This design comes from an exercise in tuning for small area, a short achievable clock period and few clock cycles on the open sky130 flow, not from production work.
The RTL was checked by simulation tests, not by an equivalence proof against the original design.
Power and IR drop assume default switching activity.

### flow/run.sh
#!/bin/bash
# synth_recipe.tcl (not shown) runs the flow's synth.tcl, then flattens the netlist and writes it again
# the make line also repeats each setting of config.mk as NAME=value (left out here)
make -C /OpenROAD-flow-scripts/flow DESIGN_CONFIG=/design/flow/config.mk WORK_HOME=/design/flow/orfs CLKGATE_MAP_FILE= SYNTH_SCRIPT=/design/flow/synth_recipe.tcl finish
### flow/config.mk
export PLATFORM = sky130hd
export DESIGN_NAME = th_core
export DESIGN_NICKNAME = th_core
export VERILOG_FILES = /design/flow/design.v
export SDC_FILE = /design/flow/constraint.sdc
export NUM_CORES = 4
export LEC_CHECK = 0
export CAP_MARGIN = 20
export CORE_MARGIN = 2
export CORE_UTILIZATION = 40
export SLEW_MARGIN = 20
### flow/constraint.sdc
create_clock -name core_clock -period 12.0 [get_ports {clk}]
set_input_delay 2.4000 -clock core_clock [delete_from_list [all_inputs] [get_ports {clk}]]
set_output_delay 2.4000 -clock core_clock [all_outputs]
set_load 0.01 [all_outputs]
### flow/design.v
module th_core (
    input  wire        clk,
    input  wire        rst,           
    input  wire        run_start,
    input  wire [31:0] run_budget,    
    output wire        busy,
    output reg         done,
    output reg  [31:0] consumed,
    output reg         refused,
    input  wire        host_wr,
    input  wire [4:0]  host_idx,
    input  wire [15:0] host_wdata,
    input  wire        di_req,
    input  wire [1:0]  irq_line,      
    output wire [31:0] pc_o,
    output wire [31:0] st_o,
    output wire        intout,
    output wire        mem_req,
    output wire        mem_we,
    output wire [27:0] mem_addr,
    output wire [15:0] mem_wdata,
    input  wire        mem_ready,
    input  wire [15:0] mem_rdata
);
    localparam [31:0] ST_INIT   = 32'h0000_0010;
    localparam        IE_BIT    = 21;
    localparam [11:0] K_NOP  = 12'h000;
    localparam [11:0] K_MOVI = 12'h001;
    localparam [11:0] K_ADDI = 12'h002;
    localparam [11:0] K_DSJ  = 12'h003;
    localparam [11:0] K_STL  = 12'h004;
    localparam [11:0] K_LDL  = 12'h005;
    localparam [11:0] K_STW  = 12'h006;
    localparam [11:0] K_LDW  = 12'h007;
    localparam [11:0] K_EINT = 12'h008;
    localparam [11:0] K_DINT = 12'h009;
    localparam [11:0] K_RETI = 12'h00A;
    localparam [11:0] K_JMPA = 12'h00B;
    localparam [11:0] K_TSTOP= 12'h00C;
    localparam I_IDLE = 0,  I_F = 1,  I_O1 = 2,  I_O2 = 3,  I_D1 = 4,  I_D2 = 5,
               I_FIN = 6,   I_BOOT0 = 7, I_BOOT1 = 8,
               I_INT0 = 9,  I_INT1 = 10, I_INT2 = 11, I_INT3 = 12, I_INT4 = 13,
               I_INT5 = 14, I_INT6 = 15, I_INT7 = 16,
               I_R0 = 17,   I_R1 = 18,   I_R2 = 19,   I_R3 = 20,   I_R4 = 21;
    localparam NS = 22;
    reg  [NS-1:0] S;
    wire sIDLE = S[I_IDLE], sF = S[I_F], sO1 = S[I_O1], sO2 = S[I_O2], sD1 = S[I_D1], sD2 = S[I_D2];
    wire sFIN = S[I_FIN], sBOOT0 = S[I_BOOT0], sBOOT1 = S[I_BOOT1];
    wire sINT0 = S[I_INT0], sINT1 = S[I_INT1], sINT2 = S[I_INT2], sINT3 = S[I_INT3];
    wire sINT4 = S[I_INT4], sINT5 = S[I_INT5], sINT6 = S[I_INT6], sINT7 = S[I_INT7];
    wire sR0 = S[I_R0], sR1 = S[I_R1], sR2 = S[I_R2], sR3 = S[I_R3], sR4 = S[I_R4];
    reg [31:0] regs [0:15];           
    reg [31:0] pc;
    reg [31:0] st;
    reg [31:0] icounter;              
    reg [31:0] budget;
    reg [31:0] total;
    reg        stop_flag;
    reg        pend_hi, pend_di, pend_wv;
    reg [15:0] io [0:31];
    reg [15:0] ir;
    reg [3:0]  rn;                    
    reg [15:0] lo;                    
    reg [27:0] daddr;                 
    reg [15:0] wdata;                 
    reg [3:0]  vsel;                  
    reg        nocheck;               
    reg        wb_addi;               
    reg        ioph;                  
    reg [15:0] io_q;
    wire [11:0] k = ir[15:4];
    wire [31:0] sp = regs[15];
    wire k_movi = (k == K_MOVI);
    wire k_addi = (k == K_ADDI);
    wire k_dsj  = (k == K_DSJ);
    wire k_stl  = (k == K_STL);
    wire k_ldl  = (k == K_LDL);
    wire k_stw  = (k == K_STW);
    wire k_ldw  = (k == K_LDW);
    wire k_jmpa = (k == K_JMPA);
    assign busy   = ~sIDLE;
    assign pc_o   = pc;
    assign st_o   = st;
    assign intout = io[15][7];
    wire [15:0] intpend = {4'b0, pend_wv, pend_di, pend_hi, 6'b0, irq_line[1], irq_line[0], 1'b0};
    wire [15:0] irq     = intpend & io[17];
    wire        nmi     = io[16][8];
    wire        mirq    = st[IE_BIT] & (irq[9] | irq[10] | irq[11] | irq[1] | irq[2]);
    reg [3:0] sel_vsel;
    always @(*) begin
        if (nmi)          sel_vsel = 4'h7;    
        else if (irq[9])  sel_vsel = 4'h6;    
        else if (irq[10]) sel_vsel = 4'h5;    
        else if (irq[11]) sel_vsel = 4'h4;    
        else if (irq[1])  sel_vsel = 4'hE;    
        else              sel_vsel = 4'hD;    
    end
    wire use_d  = sD1 | sD2 | sBOOT0 | sBOOT1 | sINT1 | sINT2 | sINT4 | sINT5 | sINT6 | sINT7
                | sR1 | sR2 | sR3 | sR4;
    wire acc_en = sF | sO1 | sO2 | use_d;
    wire acc_we = (sD1 & (k_stl | k_stw)) | (sD2 & k_stl) | sINT1 | sINT2 | sINT4 | sINT5;
    wire [27:0] abus    = use_d ? daddr : pc[31:4];
    wire        acc_io  = (abus[27:11] == 17'h18000);
    wire [4:0]  acc_idx = abus[4:0];
    wire        ok      = acc_en & (acc_io ? (acc_we | ioph) : mem_ready);
    wire [15:0] rd      = acc_io ? io_q : mem_rdata;
    assign mem_req   = acc_en & ~acc_io;
    assign mem_we    = acc_we;
    assign mem_addr  = abus;
    assign mem_wdata = wdata;
    wire [31:0] cons      = budget - icounter;
    wire [31:0] total_rep = total + cons;
    reg [15:0] io_rdata;
    always @(*) begin
        if (acc_idx == 5'd18)      io_rdata = intpend;
        else if (acc_idx == 5'd30) io_rdata = total_rep[19:4];
        else                       io_rdata = io[acc_idx];
    end
    wire        bus_io_wr = ok & acc_we & acc_io;
    wire        io_wr     = bus_io_wr | (host_wr & sIDLE);
    wire [4:0]  io_widx   = bus_io_wr ? acc_idx : host_idx;
    wire [15:0] io_wdata  = bus_io_wr ? wdata : host_wdata;
    wire        halt_zero = bus_io_wr & (acc_idx == 5'd16) & wdata[15];
    wire loop_go  = ~icounter[31] & (icounter != 32'd0) & ~stop_flag;
    wire f_finish = sF & ~nocheck & ~loop_go;
    wire f_int    = sF & ~nocheck & loop_go & (nmi | mirq);
    wire f_take   = sF & (nocheck | (loop_go & ~nmi & ~mirq)) & ok;
    wire [11:0] rk     = rd[15:4];
    wire        r_one  = (rk == K_NOP) || (rk == K_EINT) || (rk == K_DINT) || (rk == K_TSTOP);
    wire        r_unas = (rk > K_TSTOP);
    wire        r_reti = (rk == K_RETI);
    wire [31:0] an = regs[rn];
    wire [31:0] add_b = (sINT0 | sINT3) ? 32'hFFFF_FFE0 :
                        (sR2 | sR4)     ? 32'd32 :
                        sO1             ? 32'hFFFF_FFFF : {{16{lo[15]}}, lo};
    wire [31:0] sum = an + add_b;
    wire dsj_taken = (an != 32'd1);
    wire rf_we  = wb_addi | sINT0 | sINT3 | ((sR2 | sR4) & ok)
                | (ok & ((sO1 & k_dsj) | (sO2 & k_movi) | (sD1 & k_ldw) | (sD2 & k_ldl)));
    wire rf_sum = ~(sO2 | sD1 | sD2);
    wire [31:0] rf_wd = rf_sum ? sum : (k_ldw ? {16'd0, rd} : {rd, lo});
    wire [31:0] rf_wd_r = rst ? 32'd0 : rf_wd;
    integer i;
    always @(posedge clk)
        for (i = 0; i < 16; i = i + 1)
            if (rst || (rf_we && rn == i)) regs[i] <= rf_wd_r;
    wire [15:0] io_wd_r = rst ? 16'd0 : io_wdata;
    wire        nmi_clr = f_int & nmi;
    always @(posedge clk) begin
        for (i = 0; i < 32; i = i + 1)
            if (i != 18 && i != 30 && (rst || (io_wr && io_widx == i))) io[i] <= io_wd_r;
        if (nmi_clr) io[16][8] <= 1'b0;
    end
    wire charge = (f_take & r_one)
                | (ok & ((sO1 & (k_addi | k_dsj)) | (sO2 & (k_movi | k_jmpa))
                       | (sD1 & (k_ldw | k_stw)) | sD2 | sR4 | sINT7));
    wire [4:0]  cost    = sF ? 5'd1 : sO1 ? 5'd2 : (sO2 | sD1) ? 5'd3 : sD2 ? 5'd4 : sR4 ? 5'd8 : 5'd16;
    wire [31:0] icnt_c  = icounter - {27'd0, cost};
    wire [31:0] icnt_c3 = icounter - 32'd3;
    wire [31:0] ncost   = 32'd0 - {27'd0, cost};
    wire        take3   = sO1 & k_dsj & dsj_taken;
    wire [31:0] icnt_next = halt_zero ? (charge ? ncost : 32'd0)
                          : charge ? (take3 ? icnt_c3 : icnt_c) : icounter;
    wire [27:0] pcw_inc   = pc[31:4] + 28'd1;
    wire [27:0] dsj_tgt   = pcw_inc + {{12{rd[15]}}, rd};
    wire [27:0] daddr_inc = daddr + 28'd1;
    wire        finish    = f_finish | sFIN;
    always @(posedge clk) begin
        if (rst) begin
            S         <= {{(NS-1){1'b0}}, 1'b0} | ({{(NS-1){1'b0}}, 1'b1} << I_BOOT0);
            pend_hi   <= 1'b0;
            pend_di   <= 1'b0;
            pend_wv   <= 1'b0;
            pc        <= 32'd0;
            st        <= ST_INIT;
            icounter  <= 32'd0;
            budget    <= 32'd0;
            total     <= 32'd0;
            stop_flag <= 1'b0;
            ir        <= 16'd0;
            rn        <= 4'd0;
            lo        <= 16'd0;
            daddr     <= 28'hFFFFFFE;
            wdata     <= 16'd0;
            vsel      <= 4'd0;
            nocheck   <= 1'b0;
            wb_addi   <= 1'b0;
            ioph      <= 1'b0;
            io_q      <= 16'd0;
            done      <= 1'b0;
            consumed  <= 32'd0;
            refused   <= 1'b0;
        end else begin
            done    <= 1'b0;
            wb_addi <= 1'b0;
            if (acc_en & acc_io & ~acc_we & ~ioph) begin
                ioph <= 1'b1;
                io_q <= io_rdata;
            end else begin
                ioph <= 1'b0;
            end
            if (io_wr) begin
                if (io_widx == 5'd15 && !io[15][3] && io_wdata[3])
                    pend_hi <= 1'b1;
                if (io_widx == 5'd18) begin
                    if (!io_wdata[9])  pend_hi <= 1'b0;
                    if (!io_wdata[10]) pend_di <= 1'b0;
                    if (!io_wdata[11]) pend_wv <= 1'b0;
                end
            end
            if (di_req && sIDLE)
                pend_di <= 1'b1;
            icounter <= icnt_next;
            if (finish) begin
                consumed <= cons;
                total    <= total + cons;
                done     <= 1'b1;
                S[I_F]   <= 1'b0;
                S[I_FIN] <= 1'b0;
                S[I_IDLE]<= 1'b1;
            end
            if (sBOOT0 && ok) begin
                lo       <= rd;
                daddr    <= daddr_inc;
                S[I_BOOT0] <= 1'b0; S[I_BOOT1] <= 1'b1;
            end
            if (sBOOT1 && ok) begin
                pc       <= {rd, lo};
                S[I_BOOT1] <= 1'b0; S[I_IDLE] <= 1'b1;
            end
            if (sIDLE && run_start) begin
                refused   <= 1'b0;
                budget    <= run_budget;
                icounter  <= run_budget;
                stop_flag <= 1'b0;
                nocheck   <= 1'b0;
                if (io[16][15]) begin
                    consumed <= 32'd0;
                    done     <= 1'b1;
                end else begin
                    S[I_IDLE] <= 1'b0; S[I_F] <= 1'b1;
                end
            end
            if (f_int) begin
                vsel   <= sel_vsel;
                rn     <= 4'd15;
                S[I_F] <= 1'b0; S[I_INT0] <= 1'b1;
            end
            if (f_take) begin
                ir      <= rd;
                rn      <= r_reti ? 4'd15 : rd[3:0];
                pc      <= {pcw_inc, 4'b0};
                nocheck <= 1'b0;
                if (rk == K_EINT)  st[IE_BIT] <= 1'b1;
                if (rk == K_DINT)  st[IE_BIT] <= 1'b0;
                if (rk == K_TSTOP) stop_flag  <= 1'b1;
                if (!r_one) begin
                    S[I_F] <= 1'b0;
                    if (r_unas) begin
                        refused  <= 1'b1;
                        S[I_FIN] <= 1'b1;
                    end
                    else if (r_reti) S[I_R0] <= 1'b1;
                    else             S[I_O1] <= 1'b1;
                end
            end
            if (sO1 && ok) begin
                lo <= rd;
                pc <= {pcw_inc, 4'b0};
                if (k_dsj && dsj_taken) pc <= {dsj_tgt, 4'b0};
                S[I_O1] <= 1'b0;
                if (k_addi) begin
                    wb_addi <= 1'b1;
                    S[I_F]  <= 1'b1;
                end else if (k_dsj) begin
                    S[I_F]  <= 1'b1;
                end else begin
                    S[I_O2] <= 1'b1;
                end
            end
            if (sO2 && ok) begin
                pc    <= k_jmpa ? {rd, lo} : {pcw_inc, 4'b0};
                daddr <= {rd, lo[15:4]};
                wdata <= an[15:0];
                S[I_O2] <= 1'b0;
                if (k_jmpa || k_movi) S[I_F]  <= 1'b1;
                else                  S[I_D1] <= 1'b1;
            end
            if (sD1 && ok) begin
                lo    <= rd;
                daddr <= daddr_inc;
                wdata <= an[31:16];
                S[I_D1] <= 1'b0;
                if (k_ldw || k_stw) S[I_F]  <= 1'b1;
                else                S[I_D2] <= 1'b1;
            end
            if (sD2 && ok) begin
                S[I_D2] <= 1'b0; S[I_F] <= 1'b1;
            end
            if (sINT0) begin
                daddr <= sum[31:4];
                wdata <= pc[15:0];
                S[I_INT0] <= 1'b0; S[I_INT1] <= 1'b1;
            end
            if (sINT1 && ok) begin
                daddr <= daddr_inc;
                wdata <= pc[31:16];
                S[I_INT1] <= 1'b0; S[I_INT2] <= 1'b1;
            end
            if (sINT2 && ok) begin
                S[I_INT2] <= 1'b0; S[I_INT3] <= 1'b1;
            end
            if (sINT3) begin
                daddr <= sum[31:4];
                wdata <= st[15:0];
                S[I_INT3] <= 1'b0; S[I_INT4] <= 1'b1;
            end
            if (sINT4 && ok) begin
                daddr <= daddr_inc;
                wdata <= st[31:16];
                S[I_INT4] <= 1'b0; S[I_INT5] <= 1'b1;
            end
            if (sINT5 && ok) begin
                st    <= ST_INIT;
                daddr <= {23'h7FFFFF, vsel[3:0], 1'b0};
                S[I_INT5] <= 1'b0; S[I_INT6] <= 1'b1;
            end
            if (sINT6 && ok) begin
                lo    <= rd;
                daddr <= daddr_inc;
                S[I_INT6] <= 1'b0; S[I_INT7] <= 1'b1;
            end
            if (sINT7 && ok) begin
                pc      <= {rd, lo};
                nocheck <= 1'b1;
                S[I_INT7] <= 1'b0; S[I_F] <= 1'b1;
            end
            if (sR0) begin
                daddr <= sp[31:4];
                S[I_R0] <= 1'b0; S[I_R1] <= 1'b1;
            end
            if (sR1 && ok) begin
                lo    <= rd;
                daddr <= daddr_inc;
                S[I_R1] <= 1'b0; S[I_R2] <= 1'b1;
            end
            if (sR2 && ok) begin
                st    <= {rd, lo};
                daddr <= sum[31:4];
                S[I_R2] <= 1'b0; S[I_R3] <= 1'b1;
            end
            if (sR3 && ok) begin
                lo    <= rd;
                daddr <= daddr_inc;
                S[I_R3] <= 1'b0; S[I_R4] <= 1'b1;
            end
            if (sR4 && ok) begin
                pc    <= {rd, lo};
                S[I_R4] <= 1'b0; S[I_F] <= 1'b1;
            end
        end
    end
endmodule
==> results.toml, run 1 <==
[status]
outcome = "finished clean"

[worst_setup_path]
critical_path.cell_chain = "nor3_1 > nand4_1 > nor2_2 > o32a_1 > mux2i_2 > clkinv_1 > ha_1 > or3_1 > a221o_1 > a221o_1 > a31oi_1 > mux2i_1 > nor4b_1 > or3b_1 > o22ai_1"
required_ns = 12.71
worstSetupPathType = "reg -> reg"
cpPeakStageDelay_ns = 0.98
crit_arrival_ns = 8.44
path_delay_family = "simple AND/OR/NAND/NOR gates"
cp-start-kind = "flop"
end_kind = "flop"
cp_num_buf_inv = 1
path_common_cell = "a221o_1"
worst_path_max_delay_cell = "clkinv_1"
cp_max_fo = 20

[detailed_routing]
num_vias = 51899
vias_per_cell = 6.60
drt-total-wl_mm = 264
wl_per_cell_um = 33.6
drtIter0Drc = 8225
drt_pass1_iterations = 8
drt_drc_violations_left = 0
ant_nets = 0

[worst_hold_path]
min_path_type = "reg -> reg"

[power_and_ir_drop]
swShare = 0.305
power_density_nw_per_um2 = 174
leakage_nw = 25.6
p_comb_frac = 0.190
power_frac_seq = 0.451
total_power_mw = 12.6
peakVddDrop_uv = 144
p_int_mw = 8.74
power.switching_mw = 3.83
pwr-share-clk = 0.359

[clock_tree]
cts_root_buffer = "clkbuf_16"
cts_sinks = 1298
cts_tree = "done"
cts_resized = 0
cts_max_level = 4
holdBufCountCts = 0
post_cts_buffers = 0
clock_latency_ns = 0.82
clockBufferDepth = 3
numCtsBuffers = 142
path_clk_slew_ns = 0.07

[die]
core_area_um2 = 154000
row_count = 144
die_h_um = 398
fp.dieW_um = 398
start_util = 0.403
die_area_um2 = 158000
num_io_pins = 223

[synth]
synth_cells = 5517
syn_area_per_cell_um2 = 11.3
synth-edff-count = 991
synth_cell_types = 97
ys_seq_elements = 1298
synth_ff_type = "edfxtp_1"
syn_nets = 5714
async_reset_ff_frac = 0
yosys.area.top_type = "edfxtp_1"
yosys-top-cells-area = "edfxtp_1, dfxtp_1, a21oi_1, nand2_1, nor2_1"
netlist_area_um2 = 62100
yosysWarnings = 3
synth_common_cells = "edfxtp_1, nand2_1, nor2_1"
yosysMostFrequentCell = "edfxtp_1"
synth-seq-area-share = 0.578
synth.top_cell.area_share = 0.479

[place]
place_congestion = 1.05
io_buffers = 222
dp_hpwl_mm = 181
place_inst = 7602

[finish]
final_cells = 7863
finish.utilization = 0.468
synthToLayoutAreaGrowth_pct = 16.3
fill_cells = 13999
multi_input_area_um2 = 24800
ff_latch_area_um2 = 35900
fin_nets = 5901
drive_gt1_frac = 0.106

[sta]
max-slew-margin-rel = 0.0973
fin_skew_ns = 0.0467
fin_crit_sh = 0.644
hold_violations = 0
rsz0062_at_grt = "no"
hold_slack_ns = 0.451
worst_slew_pin_slew_ns = 1.35
fin_tns_setup_ns = 0
drv_slew = 0
period_needed_ns = 7.73
fmax_ghz = 0.129
final-setup-viol-count = 0

[grt]
grt_max_degree = 90
grt_pass1_vias = 47623
grt-ovfl-total = 0
grt_pass1_wl_mm = 367
gr-usage-all-layers = 0.324
grt_antenna_before_repair = 17

[flow_run]
max-cap-violations = 0
==> worst reg2reg max path, delay by kind of cell, from the launching register on <==
family | cells | cell delay, ns
fa+ha+maj | 1 | 0.55
simple gates | 6 | 2.22
compound gates | 5 | 2.14
flops | 1 | 0.55
mux | 2 | 1.20
buf+inv | 1 | 0.98
==> power groups by stage <==
| stage | Sequential (mW) | Clock, mW | Combinational [mW] |
|---|---|---|---|
| 6_report | 5.67 | 4.51 | 2.39 |
| 5_1_grt | 5.70 | 4.71 | 2.49 |
| 3_5_place_dp | 5.75 | 0 | 2.29 |
| 2_1_floorplan | 5.64 | 0 | 1.31 |
| 4_1_cts | 5.66 | 4.54 | 2.31 |
| 3_3_place_gp | 5.75 | 0 | 2.29 |
==> worst paths after layout <==
check | endpoint | slack, ns | startpoint | cells after the start
setup / recovery | pc[31]$_SDFFE_PP0P_ | 4.27 | S[4]$_SDFFE_PP0P_ | 15
hold / removal | consumed[25]$_SDFF_PP0_ | 0.45 | consumed[25]$_SDFF_PP0_ | 2
setup reg to reg | pc[31]$_SDFFE_PP0P_ | 4.27 | S[4]$_SDFFE_PP0P_ | 15
hold reg to reg | consumed[25]$_SDFF_PP0_ | 0.45 | consumed[25]$_SDFF_PP0_ | 2
==> cells by family after synthesis <==
family | Yosys count | synth area share
buffers and inverters | 498 | 0.0323
XOR/XNOR | 168 | 0.0237
AO/OA/AOI/OAI | 1675 | 0.188
multiplexers | 170 | 0.0294
AND/OR/NAND/NOR | 1587 | 0.123
adder cells (fa/ha/maj) | 121 | 0.0250
flip-flops | 1298 | 0.578
==> layout by cell type (no fill, tap or decap), drive strengths merged, types with 96 or more instances in the layout <==
| cell | n |
|---|---|
| clkbuf | 174 |
| buf | 193 |
| inv | 124 |
| edfxtp | 991 |
| o21ai | 260 |
| dfxtp | 307 |
| ha | 115 |
| nor2 | 440 |
| clkdlybuf4s50 | 221 |
| nor3 | 97 |
| nand3 | 135 |
| a21oi | 339 |
| mux2i | 109 |
| a22oi | 208 |
| nand2 | 445 |
| xnor2 | 118 |
| a221oi | 96 |
==> flip-flops by register name, summed over array words and instances, names as in the netlist, 4 cells and up <==
signal,flops
vsel,4
rn,4
ir,12
regs,512
lo,16
io,480
total,20
wdata,16
io_q,16
S,22
daddr,28
st,32
consumed,32
icounter,32
pc,32
budget,32
==> routing by layer <==
metal,up-vias,global-route usage,part of all wire
met5,-,0,0.00039
met1,25704,0.455,0.40
li1,21651,-,-
met4,16,0.139,0.049
met2,3819,0.460,0.41
met3,709,0.101,0.14
==> cell type report <==
class / instances / share of cell area
tap: 2044 / 0.0354
inverter: 127 / 0.00663
clock inverter: 81 / 0.0137
timing repair buffer: 414 / 0.0510
sequential: 1298 / 0.497
multi-input combinational: 3721 / 0.343
clock buffer: 174 / 0.0526
antenna: 4 / 0.000139
==> stage by stage <==
step / setup slack, ns / instance area, um^2
after global routing: 3.98 / 72200
after floorplan: 5.39 / 62100
after global placement: 4.50 / 67300
after detailed placement: 4.32 / 67300
final: 4.27 / 72200
after CTS: 4.27 / 72100
Testbench counts, summed over its fixed seeds: cycles 182,188.
==> run 2: changes to the inputs <==
--- a/flow/config.mk
+++ b/flow/config.mk
@@ -10,2 +10,3 @@
 export CORE_UTILIZATION = 40
+export SETUP_SLACK_MARGIN = 5
 export SLEW_MARGIN = 20
==> results.toml, run 2 <==
[status]
outcome = "finished clean"

[place]
place_congestion = 1.05
placed_area_um2 = 67300
dp_hpwl_mm = 181
io_buffers = 222
place_inst = 7602

[finish]
top_regs = "regs (512), io (480)"
final_area_um2 = 72500
mostFrequentLayoutCell = "edfxtp_1"
drive_gt1_frac = 0.110
final_cells = 7876
largest_reg_flops = 512
fill_cells = 13977
fin_nets = 5911
regMostFlops = "regs"
final_cell_mix = "edfxtp_1, nand2_1, nor2_1"
synthToLayoutAreaGrowth_pct = 16.7

[worst_setup_path]
required_ns = 9.60
regToRegSetupSlack_ns = 5.23
worst_path_max_delay_cell = "clkdlybuf4s50_1"
cp-start-kind = "flop"
reg2reg_depth = 20
reg2reg_from = "S[4]$_SDFFE_PP0P_"
crit_arrival_ns = 4.54
path_common_cell = "buf_4"
worstSetupPathType = "reg -> out"
end_kind = "output port"
worstReg2RegEnd = "pc[31]$_SDFFE_PP0P_"
cpPeakStageDelay_ns = 0.63
critical_path.cell_chain = "nor3_1 > nand4_1 > nor2_2 > buf_4 > o32ai_4 > buf_4 > a21oi_2 > clkdlybuf4s50_1"
cp_max_fo = 28

[worst_hold_path]
worstHoldStart = "consumed[25]$_SDFF_PP0_"
min_path_type = "reg -> reg"
min_to = "consumed[25]$_SDFF_PP0_"
hold_depth = 2

[die]
start_util = 0.403
num_io_pins = 223
die_area_um2 = 158000
fp.dieW_um = 398
row_count = 144
core_area_um2 = 154000
die_h_um = 398

[sta]
fin_crit_sh = 0.579
worst_slew_pin_slew_ns = 1.36
rsz0062_at_grt = "no"
fmax_ghz = 0.144
hold_slack_ns = 0.451
hold_violations = 0
period_needed_ns = 6.94
final-setup-viol-count = 0
drv_slew = 0
fin_tns_setup_ns = 0
max-slew-margin-rel = 0.0876
fin_skew_ns = 0.0469

[detailed_routing]
ant_nets = 0
num_vias = 52060
drt_drc_violations_left = 0
drt_pass1_iterations = 7
wl_per_cell_um = 33.8
drt-total-wl_mm = 266
drtIter0Drc = 8445
vias_per_cell = 6.61

[clock_tree]
cts_sinks = 1298
path_clk_slew_ns = 0.07
clockBufferDepth = 3
clock_latency_ns = 0.81
numCtsBuffers = 142
cts_root_buffer = "clkbuf_16"
cts_max_level = 4
holdBufCountCts = 0
cts_tree = "done"

[synth]
synth_common_cells = "edfxtp_1, nand2_1, nor2_1"
netlist_area_um2 = 62100
yosys-top-cells-area = "edfxtp_1, dfxtp_1, a21oi_1, nand2_1, nor2_1"
synth_cell_types = 97
yosysWarnings = 3
yosys.area.top_type = "edfxtp_1"
async_reset_ff_frac = 0
yosysMostFrequentCell = "edfxtp_1"
syn_nets = 5714
syn_area_per_cell_um2 = 11.3
synth_ff_type = "edfxtp_1"
synth-edff-count = 991
synth_cells = 5517
synth-seq-area-share = 0.578
ys_seq_elements = 1298
synth.top_cell.area_share = 0.479

[grt]
grt_antenna_before_repair = 18
grt_pass1_wl_mm = 368
grt_max_degree = 90
gr-usage-all-layers = 0.325
grt-ovfl-total = 0
grt_pass1_vias = 47655

[power_and_ir_drop]
power_density_nw_per_um2 = 174
swShare = 0.305
power_frac_seq = 0.451
power.switching_mw = 3.83
p_int_mw = 8.75
pwr-share-clk = 0.358
peakVddDrop_uv = 144
leakage_nw = 25.7
p_comb_frac = 0.191

[flow_run]
max-cap-violations = 0
## run 2: worst max path at each step
stage                                      to          startpoint  cells past startpoint  slack, ns
floorplan               regs[10][0]$_DFFE_PP_           mem_ready                      8       5.39
global route        icounter[30]$_SDFFE_PP0P_  rn[0]$_SDFFE_PP0P_                     25       4.99
global placement          pc[31]$_SDFFE_PP0P_       mem_rdata[15]                     12       4.50
finish                                mem_req   S[4]$_SDFFE_PP0P_                      8       5.06
detailed placement     regs[13][31]$_DFFE_PP_  rn[1]$_SDFFE_PP0P_                     19       4.32
CTS                                   mem_req   S[4]$_SDFFE_PP0P_                      8       5.02
## run 2: stage by stage
step / utilization / power (mW) / worst slack [ns]
2_1_floorplan: - / 6.96 / 5.39
3_3_place_gp: 0.436 / 8.04 / 4.50
3_5_place_dp: 0.437 / 8.05 / 4.32
4_1_cts: 0.468 / 12.5 / 5.02
5_1_grt: 0.470 / 12.9 / 4.99
6_report: 0.470 / 12.6 / 5.06
## run 2: cell type report
type,instances,area (um^2),area share
clock inverters,81,986,0.0136
inverters,127,485,0.00670
clock buffers,174,3800,0.0524
well taps,2044,2560,0.0353
repair buffers,424,3880,0.0535
diodes,7,17.5,0.000242
multi-input cells,3721,24900,0.343
flip-flops and latches,1298,35900,0.495
## run 2: power groups by stage
stage / Combinational, mW / Sequential [mW] / Clock (mW)
2_1_floorplan: 1.31 / 5.64 / 0
3_3_place_gp: 2.29 / 5.75 / 0
3_5_place_dp: 2.29 / 5.75 / 0
4_1_cts: 2.31 / 5.66 / 4.54
5_1_grt: 2.50 / 5.70 / 4.71
6_report: 2.40 / 5.67 / 4.51
## run 2: kinds of logic after synthesis
| kind of cell | Yosys count | share of synthesized area |
|---|---|---|
| multiplexers | 170 | 0.0294 |
| buffers and inverters | 498 | 0.0323 |
| AO/OA/AOI/OAI | 1675 | 0.188 |
| flip-flops | 1298 | 0.578 |
| XOR/XNOR | 168 | 0.0237 |
| adder cells (fa/ha/maj) | 121 | 0.0250 |
| AND/OR/NAND/NOR | 1587 | 0.123 |
## run 2: what timing repair did
item,CTS,global route
pin swaps,1,0
setup buffers,3,7
resized for setup,11,20
endpoints found under the setup margin,84,91
gates cloned,0,0
## run 2: critical path, delay by kind of cell (launching register included)
family | cells | cell delay (ns)
and+or+nand+nor | 3 | 1.30
buffers and inverters | 3 | 1.30
DFF | 1 | 0.55
AOI/OAI and AO/OA | 2 | 0.57
## run 2: layer usage
| metal | up-vias | GRT usage | part of all wire |
|---|---|---|---|
| met5 | - | 0 | 0.00040 |
| met4 | 12 | 0.144 | 0.052 |
| met3 | 738 | 0.103 | 0.14 |
| met2 | 3895 | 0.459 | 0.41 |
| met1 | 25736 | 0.456 | 0.40 |
| li1 | 21679 | - | - |
==> run 3: changes to the inputs <==
==> flow/flow/run.sh (new file) <==
#!/bin/bash
set -euo pipefail
bash standard.sh SETUP_SLACK_MARGIN=8 finish > orfs_make.log 2>&1
==> flow/standard.sh (new file) <==
#!/bin/bash
# synth_recipe.tcl (not shown) runs the flow's synth.tcl, then flattens the netlist and writes it again
# the make line also repeats each setting of config.mk as NAME=value (left out here)
make -C /OpenROAD-flow-scripts/flow DESIGN_CONFIG=/design/flow/config.mk WORK_HOME=/design/flow/orfs CLKGATE_MAP_FILE= SYNTH_SCRIPT=/design/flow/synth_recipe.tcl "${@:-finish}"
--- a/flow/config.mk
+++ b/flow/config.mk
@@ -10,3 +10,2 @@
 export CORE_UTILIZATION = 40
-export SETUP_SLACK_MARGIN = 5
 export SLEW_MARGIN = 20
removed: flow/run.sh
==> results.toml, run 3 <==
[status]
outcome = "finished clean"

[clock_tree]
cts_max_level = 4
clockBufferDepth = 3
cts_sinks = 1298
cts_root_buffer = "clkbuf_16"
numCtsBuffers = 142
clock_latency_ns = 0.85
cts_tree = "done"
path_clk_slew_ns = 0.06

[power_and_ir_drop]
peakVddDrop_uv = 144
power_density_nw_per_um2 = 161
leakage_nw = 31.5
total_power_mw = 13.8

[detailed_routing]
drtIter0Drc = 8876
vias_per_cell = 6.66
ant_nets = 0
wl_per_cell_um = 34.7
num_vias = 56594
drt-total-wl_mm = 295
drt_pass1_iterations = 9
drt_drc_violations_left = 0

[die]
core_area_um2 = 154000
die_h_um = 398
num_io_pins = 223
start_util = 0.403
row_count = 144
fp.dieW_um = 398
die_area_um2 = 158000

[synth]
synth_ff_type = "edfxtp_1"
synth_cells = 5517
synth-seq-area-share = 0.578
async_reset_ff_frac = 0
synth-edff-count = 991
yosys.area.top_type = "edfxtp_1"
synth_cell_types = 97
yosys-top-cells-area = "edfxtp_1, dfxtp_1, a21oi_1, nand2_1, nor2_1"
yosysWarnings = 3
netlist_area_um2 = 62100
ys_seq_elements = 1298
syn_area_per_cell_um2 = 11.3
syn_nets = 5714
yosysMostFrequentCell = "edfxtp_1"
synth.top_cell.area_share = 0.479
synth_common_cells = "edfxtp_1, nand2_1, nor2_1"

[sta]
rsz0062_at_grt = "yes"
hold_violations = 0
final-setup-viol-count = 0
fin_skew_ns = 0.0868
max-slew-margin-rel = 0.0724
worst_slew_pin_slew_ns = 1.38
fin_tns_setup_ns = 0
fin_crit_sh = 0.450
hold_slack_ns = 0.421
drv_slew = 0
fmax_ghz = 0.185
period_needed_ns = 5.40

[grt]
grt_max_degree = 59
gr-usage-all-layers = 0.354
grt-ovfl-total = 0
grt_pass1_vias = 51924
grt_antenna_before_repair = 15
grt_pass1_wl_mm = 399

[worst_setup_path]
crit_arrival_ns = 6.17
worstSetupPathType = "reg -> reg"
required_ns = 12.77
worstReg2RegEnd = "icounter[29]$_SDFFE_PP0P_"
reg2reg_from = "rn[0]$_SDFFE_PP0P_"
startpoint = "rn[0]$_SDFFE_PP0P_"
reg2reg_depth = 25
cp-start-kind = "flop"
end_kind = "flop"
cp_max_fo = 8
regToRegSetupSlack_ns = 6.60
endpoint = "icounter[29]$_SDFFE_PP0P_"

[finish]
final_cell_mix = "edfxtp_1, buf_4, nand2_1"
synthToLayoutAreaGrowth_pct = 37.9
top_regs = "regs (512), io (480)"
mostFrequentLayoutCell = "edfxtp_1"
regMostFlops = "regs"
drive_gt1_frac = 0.321
largest_reg_flops = 512
fin_nets = 6521

[place]
io_buffers = 222
dp_hpwl_mm = 178
place_congestion = 1.06

[flow_run]
max-cap-violations = 0

[worst_hold_path]
min_path_type = "reg -> reg"
==> run 3: through the flow <==
| stage | std cells | util | area [um^2] | setup slack, ns |
|---|---|---|---|---|
| after floorplan | 5517 | - | 64200 | 6.81 |
| after global placement | 7566 | 0.442 | 68200 | 4.86 |
| after detailed placement | 7567 | 0.442 | 68200 | 4.91 |
| after CTS | 8348 | 0.537 | 82800 | 6.83 |
| after global routing | 8486 | 0.555 | 85700 | 6.58 |
| final | 8493 | 0.556 | 85700 | 6.60 |
==> run 3: critical path: stages (launching register included) <==
cell and delay, ns:
dfxtp_4 0.40, buf_12 0.16, buf_16 0.16, and3b_2 0.26, a222oi_1 0.72, o2111ai_2 0.25
buf_6 0.21, a2111oi_4 0.28, nand4_1 0.28, o31ai_4 0.30, buf_12 0.18, nand2_4 0.05
nand2_4 0.10, ha_4 0.20, nor2b_4 0.12, o21ai_2 0.17, a21boi_2 0.10, o21ai_2 0.16
nand4_1 0.14, buf_6 0.17, nor3_4 0.14, nand2_2 0.11, o41ai_4 0.27, a21oi_1 0.07
a2bb2oi_1 0.16, o22ai_1 0.16
==> run 3: timing repair <==
| action | CTS | global route |
|---|---|---|
| gates cloned | 39 | 10 |
| pin swaps | 407 | 254 |
| hold buffers | 0 | 0 |
| setup buffers | 483 | 124 |
| endpoints found under the setup margin | 2228 | 1088 |
| resized for setup | 1449 | 360 |
==> run 3: power breakdown <==
part | internal, mW | total (mW) | switching (mW)
sequential | 5.44 | 5.68 | 0.243
combinational | 1.51 | 3.66 | 2.16
clock | 2.50 | 4.48 | 1.97
==> run 3: cell type report <==
class | instances | area [um^2]
Fill cell | 12617 | 68500
Sequential cell | 1298 | 36100
Tap cell | 2044 | 2560
Multi-Input combinational cell | 3729 | 30500
Timing Repair inverter | 1 | 5.00
Antenna cell | 10 | 25.0
Clock buffer | 188 | 3790
Inverter | 127 | 622
Timing Repair Buffer | 1025 | 11100
Clock inverter | 71 | 948
==> run 3: how the worst min path moves through the flow <==
| stage | start | end | depth (start not counted) |
|---|---|---|---|
| after floorplan | io_q[5]$_SDFFE_PP0P_ | io_q[5]$_SDFFE_PP0P_ | 2 |
| after global placement | S[17]$_SDFF_PP0_ | S[17]$_SDFF_PP0_ | 1 |
| after detailed placement | S[17]$_SDFF_PP0_ | S[17]$_SDFF_PP0_ | 1 |
| after CTS | S[17]$_SDFF_PP0_ | S[17]$_SDFF_PP0_ | 1 |
| after global routing | S[17]$_SDFF_PP0_ | S[17]$_SDFF_PP0_ | 1 |
| final | S[17]$_SDFF_PP0_ | S[17]$_SDFF_PP0_ | 1 |
==> run 3: kinds of logic (layout without fill, tap and decap cells) <==
kind of cell,Yosys count,after routing,synth area share
buffers and inverters,498,1412,0.0323
AND/OR/NAND/NOR,1587,1594,0.123
adder cells (fa/ha/maj),121,121,0.0250
other,0,10,0
AO/OA/AOI/OAI,1675,1675,0.188
flip-flops,1298,1298,0.578
multiplexers,170,171,0.0294
XOR/XNOR,168,168,0.0237
==> run 3: per-layer routing <==
| metal | wire length (um) | vias to the layer above | GRT usage |
|---|---|---|---|
| met5 | 77 | - | 0 |
| met4 | 20700 | 10 | 0.188 |
| met3 | 43200 | 1141 | 0.123 |
| met2 | 121000 | 4690 | 0.499 |
| met1 | 110000 | 27791 | 0.475 |
| li1 | - | 22962 | - |
==> run 4: changes to the inputs <==
--- a/flow/design.v
+++ b/flow/design.v
@@ -7,3 +7,3 @@
     output reg         done,
-    output reg  [31:0] consumed,
+    output wire [31:0] consumed,
     output reg         refused,
@@ -60,3 +60,3 @@
     reg [15:0] io [0:31];
-    reg [15:0] ir;
+    reg        k_movi, k_addi, k_dsj, k_stl, k_ldl, k_stw, k_ldw, k_jmpa;    
     reg [3:0]  rn;                    
@@ -70,13 +70,5 @@
     reg [15:0] io_q;
-    wire [11:0] k = ir[15:4];
     wire [31:0] sp = regs[15];
-    wire k_movi = (k == K_MOVI);
-    wire k_addi = (k == K_ADDI);
-    wire k_dsj  = (k == K_DSJ);
-    wire k_stl  = (k == K_STL);
-    wire k_ldl  = (k == K_LDL);
-    wire k_stw  = (k == K_STW);
-    wire k_ldw  = (k == K_LDW);
-    wire k_jmpa = (k == K_JMPA);
     assign busy   = ~sIDLE;
+    assign consumed = budget;         
     assign pc_o   = pc;
@@ -179,3 +171,10 @@
             stop_flag <= 1'b0;
-            ir        <= 16'd0;
+            k_movi    <= 1'b0;
+            k_addi    <= 1'b0;
+            k_dsj     <= 1'b0;
+            k_stl     <= 1'b0;
+            k_ldl     <= 1'b0;
+            k_stw     <= 1'b0;
+            k_ldw     <= 1'b0;
+            k_jmpa    <= 1'b0;
             rn        <= 4'd0;
@@ -190,3 +189,2 @@
             done      <= 1'b0;
-            consumed  <= 32'd0;
             refused   <= 1'b0;
@@ -214,3 +212,3 @@
             if (finish) begin
-                consumed <= cons;
+                budget   <= cons;
                 total    <= total + cons;
@@ -237,3 +235,3 @@
                 if (io[16][15]) begin
-                    consumed <= 32'd0;
+                    budget   <= 32'd0;
                     done     <= 1'b1;
@@ -249,3 +247,10 @@
             if (f_take) begin
-                ir      <= rd;
+                k_movi  <= (rk == K_MOVI);
+                k_addi  <= (rk == K_ADDI);
+                k_dsj   <= (rk == K_DSJ);
+                k_stl   <= (rk == K_STL);
+                k_ldl   <= (rk == K_LDL);
+                k_stw   <= (rk == K_STW);
+                k_ldw   <= (rk == K_LDW);
+                k_jmpa  <= (rk == K_JMPA);
                 rn      <= r_reti ? 4'd15 : rd[3:0];
==> flow/flow/run.sh (replaced) <==
#!/bin/bash
set -euo pipefail
bash standard.sh SETUP_SLACK_MARGIN=7 finish > orfs_make.log 2>&1
--- a/flow/config.mk
+++ b/flow/config.mk
@@ -11 +11,2 @@
 export SLEW_MARGIN = 20
+export TNS_END_PERCENT = 5
==> results.toml, run 4 <==
[status]
outcome = "finished clean"

[finish]
fin_nets = 6141
final_cell_mix = "edfxtp_1, nand2_1, buf_4"
largest_reg_flops = 512
fill_cells = 13539
top_regs = "regs (512), io (480)"
drive_gt1_frac = 0.198
regMostFlops = "regs"
mostFrequentLayoutCell = "edfxtp_1"
synthToLayoutAreaGrowth_pct = 23.4

[grt]
grt_max_degree = 97
gr-usage-all-layers = 0.338
grt_antenna_before_repair = 13
grt-ovfl-total = 0
grt_pass1_wl_mm = 381
grt_pass1_vias = 49389

[clock_tree]
cts_sinks = 1262
clock_latency_ns = 0.83
path_clk_slew_ns = 0.06
cts_root_buffer = "clkbuf_16"
clockBufferDepth = 3
numCtsBuffers = 139
cts_tree = "done"
cts_max_level = 4

[worst_setup_path]
path_common_cell = "buf_4"
cpPeakStageDelay_ns = 0.91
cp_num_buf_inv = 3
cp_max_fo = 17
worst_path_max_delay_cell = "clkdlybuf4s50_1"
required_ns = 12.66
cp-start-kind = "primary input"
critical_path.cell_chain = "clkdlybuf4s50_1 > a211o_2 > and2_2 > a2111o_1 > buf_4 > nand2_1 > a2111oi_2 > buf_4 > o21ai_0"
end_kind = "flop"
worstSetupPathType = "in -> reg"
crit_arrival_ns = 6.09
path_delay_family = "buffers and inverters"

[sta]
hold_violations = 0
final-setup-viol-count = 0
rsz0062_at_grt = "yes"
period_needed_ns = 5.44
worst_slew_pin_slew_ns = 1.18
fmax_ghz = 0.184
fin_tns_setup_ns = 0
max-slew-margin-rel = 0.208
fin_skew_ns = 0.0338
drv_slew = 0
fin_crit_sh = 0.453

[synth]
ys_seq_elements = 1262
yosys.area.top_type = "edfxtp_1"
synth-edff-count = 991
synth_ff_type = "edfxtp_1"
synth.top_cell.area_share = 0.482
synth_cell_types = 114
synth_cells = 5483
yosysWarnings = 3
netlist_area_um2 = 61700
yosysMostFrequentCell = "edfxtp_1"
async_reset_ff_frac = 0
syn_nets = 5680
synth-seq-area-share = 0.570
synth_common_cells = "edfxtp_1, nand2_1, nor2_1"
syn_area_per_cell_um2 = 11.3
yosys-top-cells-area = "edfxtp_1, dfxtp_1, a22oi_1, a21oi_1, nand2_1"

[flow_run]
max-cap-violations = 0

[detailed_routing]
wl_per_cell_um = 34.3
num_vias = 54025
drt-total-wl_mm = 277
ant_nets = 0
drtIter0Drc = 8517
vias_per_cell = 6.67
drt_drc_violations_left = 0
drt_pass1_iterations = 8

[worst_hold_path]
min_path_type = "reg -> reg"

[die]
core_area_um2 = 154000
start_util = 0.402
num_io_pins = 223
row_count = 144
fp.dieW_um = 397
die_h_um = 397
die_area_um2 = 157000

[power_and_ir_drop]
peakVddDrop_uv = 143
leakage_nw = 27.3
total_power_mw = 12.2
power_density_nw_per_um2 = 160

[place]
place_congestion = 1.03
io_buffers = 222
dp_hpwl_mm = 178
run 4: cell count changes in the layout (fill, tap and decap cells not counted), moves of 40 or more:
cell	previous run	this run
nor2_4	62	18
buf_6	188	31
a22oi_1	186	256
clkdlybuf4s50_1	53	184
dlygate4sd2_1	89	3
buf_12	105	30
nand2_1	390	436
buf_4	468	374
a21oi_1	251	339
dfxtp_4	47	7
run 4: through the flow:
stage          cells   util  worst slack (ns)  cell area (um^2)  hold WS, ns
4_1_cts         7983  0.484              6.59             74300        0.459
2_1_floorplan   5483      -              6.52             61800        0.425
3_3_place_gp    7584  0.436              4.70             67000        0.442
3_5_place_dp    7584  0.436              4.65             67000        0.451
5_1_grt         8094  0.496              6.58             76200        0.476
6_report        8096  0.496              6.56             76200        0.457
run 4: layer usage:
layer  up-vias  share of wire  global-route usage  routed length [um]
li1      22227              -                   -                   -
met1     26645           0.37               0.448              104000
met2      4262           0.43               0.503              119000
met3       879           0.14               0.101               38000
met4        12          0.062               0.168               17200
met5         -        0.00026                   0                  71
run 4: worst min-delay path: cells and delay by family (launching register included):
family	cells	cell delay, ns
DFF	1	0.31
AOI/OAI and AO/OA	1	0.05
and+or+nand+nor	1	0.05
run 4: final cells by class:
| type | instances | area [um^2] | share of cell area |
|---|---|---|---|
| Sequential cell | 1262 | 35200 | 0.462 |
| Clock buffer | 176 | 3680 | 0.0483 |
| Inverter | 120 | 538 | 0.00706 |
| Timing Repair Buffer | 682 | 6670 | 0.0875 |
| Clock inverter | 69 | 711 | 0.00933 |
| Antenna cell | 4 | 10.0 | 0.000131 |
| Multi-Input combinational cell | 3739 | 26800 | 0.352 |
| Tap cell | 2044 | 2560 | 0.0336 |
run 4: logic make-up after synthesis:
logic type / synth area share
buffers and inverters: 0.0336
multiplexers: 0.0267
adder cells (fa/ha/maj): 0.0251
AND/OR/NAND/NOR: 0.129
XOR/XNOR: 0.0234
flip-flops: 0.570
AO/OA/AOI/OAI: 0.192
run 4: timing repair:
| item | 4_1_cts | 5_1_grt |
|---|---|---|
| setup buffers | 136 | 106 |
| pin swaps | 66 | 89 |
| endpoints found under the setup margin | 1127 | 629 |
| hold buffers | 0 | 0 |
| cloned | 18 | 3 |
| gates resized for setup | 342 | 221 |
run 4: where the power goes:
| group | total, mW | internal, mW | switching, mW | leakage, nW |
|---|---|---|---|---|
| sequential | 5.45 | 5.25 | 0.202 | 12.4 |
| clock | 4.23 | 2.34 | 1.88 | 2.12 |
| combinational | 2.48 | 0.846 | 1.64 | 12.8 |
| total | 12.2 | 8.44 | 3.72 | 27.3 |
run 4: path summary, 6_finish.rpt:
path / cells after the start / slack [ns] / endpoint / from
worst min-delay path: 2 / 0.46 / total[10]$_SDFFE_PP0P_ / total[10]$_SDFFE_PP0P_
worst max register to register: 15 / 6.67 / regs[15][14]$_DFFE_PP_ / rn[2]$_SDFFE_PP0P_
worst min register to register: 2 / 0.46 / total[10]$_SDFFE_PP0P_ / total[10]$_SDFFE_PP0P_
worst max-delay path: 9 / 6.56 / daddr[13]$_SDFFE_PP1P_ / mem_ready
Testbench counts of run 4, summed over its fixed seeds: cycles 182,188.
==> run 5: changes to the inputs <==
==> flow/flow/run.sh (replaced) <==
#!/bin/bash
set -euo pipefail
bash standard.sh SETUP_SLACK_MARGIN=8 finish > orfs_make.log 2>&1
==> results.toml, run 5 <==
[power_and_ir_drop]
leakage_nw = 28.1
power_density_nw_per_um2 = 160
peakVddDrop_uv = 148
total_power_mw = 12.4

[worst_setup_path]
worst_path_max_delay_cell = "a222oi_1"
cp-start-kind = "flop"
critical_path.cell_chain = "buf_6 > buf_12 > buf_4 > and2_4 > buf_4 > a22o_1 > a222oi_1 > a21oi_4 > buf_4 > ha_1 > a21o_1 > a221oi_4 > a21oi_2 > o211ai_1 > buf_4 > buf_4 > buf_4 > nand2_1 > a21o_1 > a21oi_2 > xnor2_2 > a22oi_2 > nor2_4 > buf_6"
end_kind = "flop"
cpPeakStageDelay_ns = 0.56
crit_arrival_ns = 5.94
reg2reg_depth = 24
worstSetupPathType = "reg -> reg"
worstReg2RegEnd = "regs[2][19]$_DFFE_PP_"
reg2reg_from = "rn[0]$_SDFFE_PP0P_"
path_common_cell = "buf_4"
regToRegSetupSlack_ns = 6.69
required_ns = 12.63
cp_max_fo = 10
startpoint = "rn[0]$_SDFFE_PP0P_"

[grt]
gr-usage-all-layers = 0.346
grt_max_degree = 89
grt_pass1_vias = 50404
grt_pass1_wl_mm = 389
grt-ovfl-total = 0
grt_antenna_before_repair = 13

[synth]
synth-edff-count = 991
yosysWarnings = 3
synth.top_cell.area_share = 0.482
ys_seq_elements = 1262
synth_common_cells = "edfxtp_1, nand2_1, nor2_1"
yosys-top-cells-area = "edfxtp_1, dfxtp_1, a22oi_1, a21oi_1, nand2_1"
synth_cell_types = 114
synth-seq-area-share = 0.570
synth_cells = 5483
yosysMostFrequentCell = "edfxtp_1"
netlist_area_um2 = 61700
synth_ff_type = "edfxtp_1"
syn_area_per_cell_um2 = 11.3
syn_nets = 5680
yosys.area.top_type = "edfxtp_1"
async_reset_ff_frac = 0

[die]
fp.dieW_um = 397
row_count = 144
num_io_pins = 223
die_area_um2 = 157000
core_area_um2 = 154000
start_util = 0.402
die_h_um = 397

[sta]
fin_crit_sh = 0.442
worst_slew_pin_slew_ns = 1.22
drv_slew = 0
period_needed_ns = 5.31
final-setup-viol-count = 0
rsz0062_at_grt = "yes"
fin_tns_setup_ns = 0
fmax_ghz = 0.188
hold_violations = 0
max-slew-margin-rel = 0.183
fin_skew_ns = 0.0391

[clock_tree]
cts_max_level = 4
holdBufCountCts = 0
path_clk_slew_ns = 0.06
cts_sinks = 1262
numCtsBuffers = 136
clock_latency_ns = 0.82
cts_tree = "done"
clockBufferDepth = 3
cts_root_buffer = "clkbuf_16"

[finish]
synthToLayoutAreaGrowth_pct = 25.9
top_regs = "regs (512), io (480)"
fin_nets = 6204
largest_reg_flops = 512
ff_latch_area_um2 = 35200
fill_cells = 13320
mostFrequentLayoutCell = "edfxtp_1"
multi_input_area_um2 = 27400
drive_gt1_frac = 0.220
final_cell_mix = "edfxtp_1, nand2_1, buf_4"
regMostFlops = "regs"

[detailed_routing]
wl_per_cell_um = 34.6
drt-total-wl_mm = 282
drtIter0Drc = 8660
drt_pass1_iterations = 7
drt_drc_violations_left = 0
top_layer = "met5"
vias_per_cell = 6.65
wl_met1_mm = 103
num_vias = 54317
ant_nets = 0
met3WireLength_mm = 40.1
met2_length_mm = 121

[flow_run]
max-cap-violations = 0

[status]
outcome = "finished clean"

[worst_hold_path]
worstHoldStart = "total[14]$_SDFFE_PP0P_"
min_to = "total[14]$_SDFFE_PP0P_"
hold_depth = 2
min_path_type = "reg -> reg"

[place]
place_congestion = 1.00
io_buffers = 222
dp_hpwl_mm = 177
## run 5: cell counts after synthesis
No cell type changed its count.
## run 5: logic make-up after synthesis
group / Yosys count / share of synthesized area
mux: 151 / 0.0267
simple gates: 1610 / 0.129
xor+xnor: 165 / 0.0234
fa+ha+maj: 121 / 0.0251
flops: 1262 / 0.570
compound gates: 1687 / 0.192
buf+inv: 487 / 0.0336
## run 5: layer usage
layer,up-vias,track usage
met5,-,0.00154
met4,6,0.181
met3,972,0.118
met2,4397,0.515
met1,26558,0.445
li1,22384,-
## run 5: critical path, delay by kind of cell, from the launching register on
family / cells / cell delay (ns)
xor gates and xnor gates: 1 / 0.18
buffers and inverters: 9 / 1.35
and+or+nand+nor: 3 / 0.52
AOI/OAI and AO/OA: 10 / 2.41
adders and majority gates: 1 / 0.27
DFF: 1 / 0.40
## run 5: worst max path at each step
stage | cells past startpoint | endpoint | slack (ns)
2_1_floorplan | 13 | pc[31]$_SDFFE_PP0P_ | 7.06
3_3_place_gp | 16 | regs[11][31]$_DFFE_PP_ | 4.67
3_5_place_dp | 16 | regs[11][31]$_DFFE_PP_ | 4.45
4_1_cts | 14 | pc[31]$_SDFFE_PP0P_ | 6.78
5_1_grt | 24 | regs[2][19]$_DFFE_PP_ | 6.63
6_report | 24 | regs[2][19]$_DFFE_PP_ | 6.69
## run 5: timing repair
| action | 4_1_cts | 5_1_grt |
|---|---|---|
| gates resized for setup | 516 | 230 |
| setup buffers | 231 | 78 |
| cloned | 19 | 4 |
| pin swaps | 116 | 71 |
| setup endpoints to repair | 2150 | 2018 |
## run 5: cell type report
cell class,instances,area share
diodes,5,0.000161
clock buffers,175,0.0470
clock inverters,71,0.0114
inverters,120,0.00737
multi-input cells,3739,0.353
flip-flops and latches,1262,0.453
well taps,2044,0.0329
repair buffers,748,0.0947
## run 5: through the flow
| stage | utilization | setup slack [ns] | cells | cell area (um^2) | hold WS, ns |
|---|---|---|---|---|---|
| final | 0.506 | 6.69 | 8164 | 77700 | 0.456 |
| after global routing | 0.506 | 6.63 | 8161 | 77700 | 0.482 |
| after CTS | 0.496 | 6.78 | 8076 | 76300 | 0.456 |
| after detailed placement | 0.438 | 4.45 | 7580 | 67300 | 0.443 |
| after global placement | 0.438 | 4.67 | 7578 | 67200 | 0.439 |
| after floorplan | - | 7.06 | 5483 | 62200 | 0.427 |
## run 5: power by group
group          switching (mW)  internal [mW]
clock                    1.86           2.51
sequential              0.197           5.25
combinational            1.69          0.907

[afterwards: timing with drivers on the ports]
In the flow no input, the clock included, has a driving cell. The finished layouts below were timed again as built, in two steps. Step 1 sets driving cells, clkbuf_16 on the clock port and buf_2 on the other inputs (assumed; they add their load-dependent delay and slew). Step 2, shift: input delay + t, output delay - t, t = (earliest + latest rising clock arrival at the registers) / 2. This alone moves slack from input paths to output paths. Slacks: ideal / step 1 / step 2; pairs: ideal / step 1.
| run | t (ns) | setup WS [ns] | worst hold slack (ns) | worst setup path at the end |
|---|---|---|---|---|
| run 1 | 0.875 | 4.273 / 4.273 / 4.175 | 0.451 / 0.451 / 0.451 | input to register |
| run 2 | 0.872 | 5.058 / 4.979 / 4.837 | 0.451 / 0.451 / 0.451 | input to register |
| run 3 | 0.886 | 6.602 / 6.602 / 6.051 | 0.421 / 0.421 / 0.421 | input to register |
| run 4 | 0.886 | 6.562 / 6.614 / 5.728 | 0.457 / 0.457 / 0.457 | input to register |
| run 5 | 0.884 | 6.691 / 6.649 / 6.056 | 0.456 / 0.456 / 0.456 | input to register |
After both steps every run listed still meets setup and hold. The setup slack of run 4, which loses most, moves by +0.052 ns with the drivers and by -0.834 ns with both steps.
